What follows belongs to an exercise in optimizing a design on an open flow for small area, a short achievable clock period and few clock cycles; a production flow would make more cautious choices. At most, simulation tests tie the RTL to the original design; equivalence was not proved. Power figures rest on the tool's default switching activity, not on a simulated workload.

## build 93
==> flow/design.v (excerpt) <==
module sumedh_engine (
    input  wire        clk,
    input  wire        rst,           
    output wire        mem_valid,
    output wire        mem_we,
    output wire [15:0] mem_addr,
    output wire [15:0] mem_wdata,
    input  wire        mem_ready,
    input  wire [15:0] mem_rdata,
    output wire        halted,
    output wire        fault_valid,
    output wire [2:0]  fault_cause,
    output wire [15:0] fault_addr,
    output wire [15:0] fault_word,
    output wire [15:0] fault_info,
    output wire [15:0] pc_out,
    output wire [3:0]  flags,         
    input  wire [2:0]  dbg_sel,
    output wire [15:0] dbg_data
);
Settings: LEC_CHECK=0, ABC_AREA=1, CAP_MARGIN=20, CORE_MARGIN=2, CORE_UTILIZATION=40, SLEW_MARGIN=20; clock period 36.0 ns.
standard.sh (not shown) runs the stock make flow with config.mk's settings and CLKGATE_MAP_FILE= SYNTH_SCRIPT=/design/flow/synth_recipe.tcl, a recipe that flattens the netlist after the stock synthesis.
==> flow/flow/run.sh <==
#!/bin/bash
# The standard layout (the standard.sh, unchanged synthesis and steps),
# with the port buffers made from buf_2 cells instead of the default choice.
set -euo pipefail
export BUFFER_PORTS_ARGS="-buffer_cell sky130_fd_sc_hd__buf_2"
bash standard.sh > standard_flow.log 2>&1
Build 93 went all the way through synthesis, placement and routing and the layout is clean on timing, DRC and antenna.
Testbench counts of build 93, summed over its fixed seeds: cycles 108,425.
Edits applied to the flow inputs when going from build 93 to build 92:
--- a/flow/design.v
+++ b/flow/design.v
@@ -436,15 +436,15 @@
             if (e_setup)
                 md_busy <= 1'b1;
             else if (md_busy && !hlt && cnt == 4'd0)
                 md_busy <= 1'b0;
             if (e_done || ld_ir)
                 iv <= ld_ir;
-            if (!e_halt && !hlt)
+            if (!e_halt)
                 dv <= f_acc && !br_take && !e_setup;
-            if (e_halt || hlt)
+            if (e_halt)
                 ;
             else if (wbv && wb_pc)
                 FA <= mem_rdata;
             else if (e_call && mem_ready)
                 FA <= br_tgt;
             else if (e_setup || w_lost || (dv && w_stale && mem_ready))
Results
From build 92 to build 93, number of antenna violations at the first check in global routing did not move at all. Changes observed in build 92 relative to build 93: first-iteration DRC count grew by about 6%, relative area change from synthesis to final layout grew by 0.16 points, time the worst path needs with I/O delays and setup shrank by 0.11 ns, sequential cell count held steady. On non-clock buffer count, the lower figure sits with build 93, not build 92. For core utilization of the finished layout, build 93 and build 92 come out practically identical. Number of tap instances: build 92 vs build 93 identical. Relative area of clock buffers and inverters in the final design (lower): build 92.
Only the layout flow was run in build 92; the RTL was not checked for function there.

* * *

sumedh_engine, a different RTL version from the one above (not shown whole).
For scale: about 150 I/O pins.
clock: 36.0 ns
lec_check: 0
abc_area: 1
cap_margin: 20
core_margin: 2
core_utilization: 40
slew_margin: 20
Scripts as last shown in full above: flow/flow/run.sh
==> next run, changes <==
--- a/flow/design.v
+++ b/flow/design.v
@@ -18,23 +18,22 @@
     input  wire [2:0]  dbg_sel,
     output wire [15:0] dbg_data
 );
     localparam [2:0] F_UNKNOWN_OP = 3'd1,
                      F_PROTECTED  = 3'd2,
                      F_STACK_OVF  = 3'd3,
                      F_STACK_UNF  = 3'd4,
                      F_DIV_ZERO   = 3'd5,
                      F_BAD_REG    = 3'd6;
     reg [15:0] x0, x1, x2, x3, x4, x5, x6, x7;
     reg [15:0] IR;        
-    reg [2:0]  bi;        
     reg        iv;        
     reg [15:0] FA;        
     reg        dv;        
     reg        wbv;       
     reg        wb_pc;     
     reg [2:0]  wb_dst;    
     reg        hlt;
     reg        fz, fn, fc, fv;
     reg        flt;
     reg [2:0]  cause;
     reg [15:0] R;         
@@ -114,37 +113,25 @@
     wire is_cr   = (op == 4'hF);
     wire is_alu  = (op == 4'h1) || (op == 4'h2) || (op == 4'h5) || (op == 4'h6) ||
                    (op == 4'h7) || (op == 4'h9);
     wire [1:0] smode  = IR[11:10];
     wire is_pop  = is_stk && (smode == 2'd1);
     wire is_push = is_stk && !smode[0];
     wire is_call = is_cr && !IR[11];
     wire is_ret  = is_cr && IR[11];
     wire stk_up  = is_pop || is_ret;            
     wire is_mem  = is_ldst || is_stk || is_cr;
     wire is_wr   = is_st || is_push || is_call;
-    wire [2:0]  a_idx = rd;
-    wire [2:0]  b_idx = bi;
-    reg  [15:0] a_val, b_reg, d_val;
-    always @(*) begin
-        case (dbg_sel)
-            3'd0: d_val = x0;
-            3'd1: d_val = x1;
-            3'd2: d_val = x2;
-            3'd3: d_val = x3;
-            3'd4: d_val = x4;
-            3'd5: d_val = x5;
-            3'd6: d_val = x6;
-            default: d_val = x7;
-        endcase
-    end
+    wire [2:0]  a_idx = hlt ? dbg_sel : rd;
+    wire [2:0]  b_idx = is_stk ? IR[3:1] : (is_sh ? IR[5:3] : rs);
+    reg  [15:0] a_val, b_reg;
     always @(*) begin
         case (a_idx)
             3'd0: a_val = x0;
             3'd1: a_val = x1;
             3'd2: a_val = x2;
             3'd3: a_val = x3;
             3'd4: a_val = x4;
             3'd5: a_val = x5;
             3'd6: a_val = x6;
             default: a_val = x7;
         endcase
@@ -335,23 +322,23 @@
     wire f_acc = f_req && mem_ready;
     wire [16:0] pm1 = add16(FA, {15'h7FFF, ~dv}, 1'b0);    
     wire [16:0] fa1 = add16(FA, 16'd0, 1'b1);
     assign halted      = hlt;
     assign fault_valid = flt;
     assign fault_cause = cause;
     assign fault_addr  = pm1[15:0];
     assign fault_word  = IR;
     assign fault_info  = info;
     assign pc_out      = P;
     assign flags       = {fz, fn, fc, fv};
-    assign dbg_data    = d_val;
+    assign dbg_data    = a_val;
     reg        w_en;
     reg [2:0]  w_idx;
     reg [15:0] w_dat;
     always @(*) begin
         w_en  = 1'b0;
         w_idx = rd;
         w_dat = alu_res;
         if (wbv) begin
             w_en  = !wb_pc;
             w_idx = wb_dst;
             w_dat = mem_rdata;
@@ -383,26 +370,24 @@
                 3'd3: x3 <= w_dat;
                 3'd4: x4 <= w_dat;
                 3'd5: x5 <= w_dat;
                 3'd6: x6 <= w_dat;
                 default: x7 <= w_dat;
             endcase
         end
     end
     always @(posedge clk) begin
         wb_pc  <= is_cr;
         wb_dst <= is_ld ? rd : IR[3:1];
-        if (ld_ir) begin
+        if (ld_ir)
             IR <= W;
-            bi <= (W[15:12] == 4'hC) ? W[3:1] : ((W[15:12] == 4'h8) ? W[5:3] : W[8:6]);
-        end
         if (e_halt)
             cause <= e_cause;
         if (!md_busy) begin
             md_div <= is_div;
             if (is_div) begin
                 R   <= rot & ~lm;                      
                 cnt <= a_msb - b_msb;
             end else begin
                 R   <= pp;                             
                 cnt <= mul_t - 4'd1;
             end
After rerunning:
- final cell count drops by a few percent
- hold slack is better by 0.017 ns
- final area drops by a few percent
- die area drops by a few percent
- combinational power climbs by well over a third
- sequential power climbs slightly
No run of this note included a check of the RTL's function; only the layout flow was run.

==> port drivers added, routing unchanged <==
Ports are ideal in the flow. The routed layouts listed here were re-timed in OpenROAD.
Step 1, drivers: a clkbuf_16 drives clk and a buf_2 each remaining input, both assumed.
Step 2, shift: input delay + t, output delay - t, t = (earliest + latest rising clock arrival at the registers) / 2. This alone moves slack from input paths to output paths.
a / b / c = ideal ports / drivers / drivers and shift; a / b = the first two.
run | t, ns | setup WS [ns] | worst setup path after step 2
build 93 | 0.576 | 19.619 / 19.596 / 19.596 | input to output
build 92 | 0.579 | 19.726 / 19.666 / 19.742 | input to output
the first run of note 2 | 0.654 | 19.580 / 19.558 / 19.558 | input to output
the second run of note 2 | 0.565 | 17.016 / 17.051 / 16.487 | input to register
After both steps setup and hold are still met in every run listed. For the second run of note 2, which loses most, drivers alone change the setup slack by +0.035 ns; drivers and shift together by -0.529 ns.
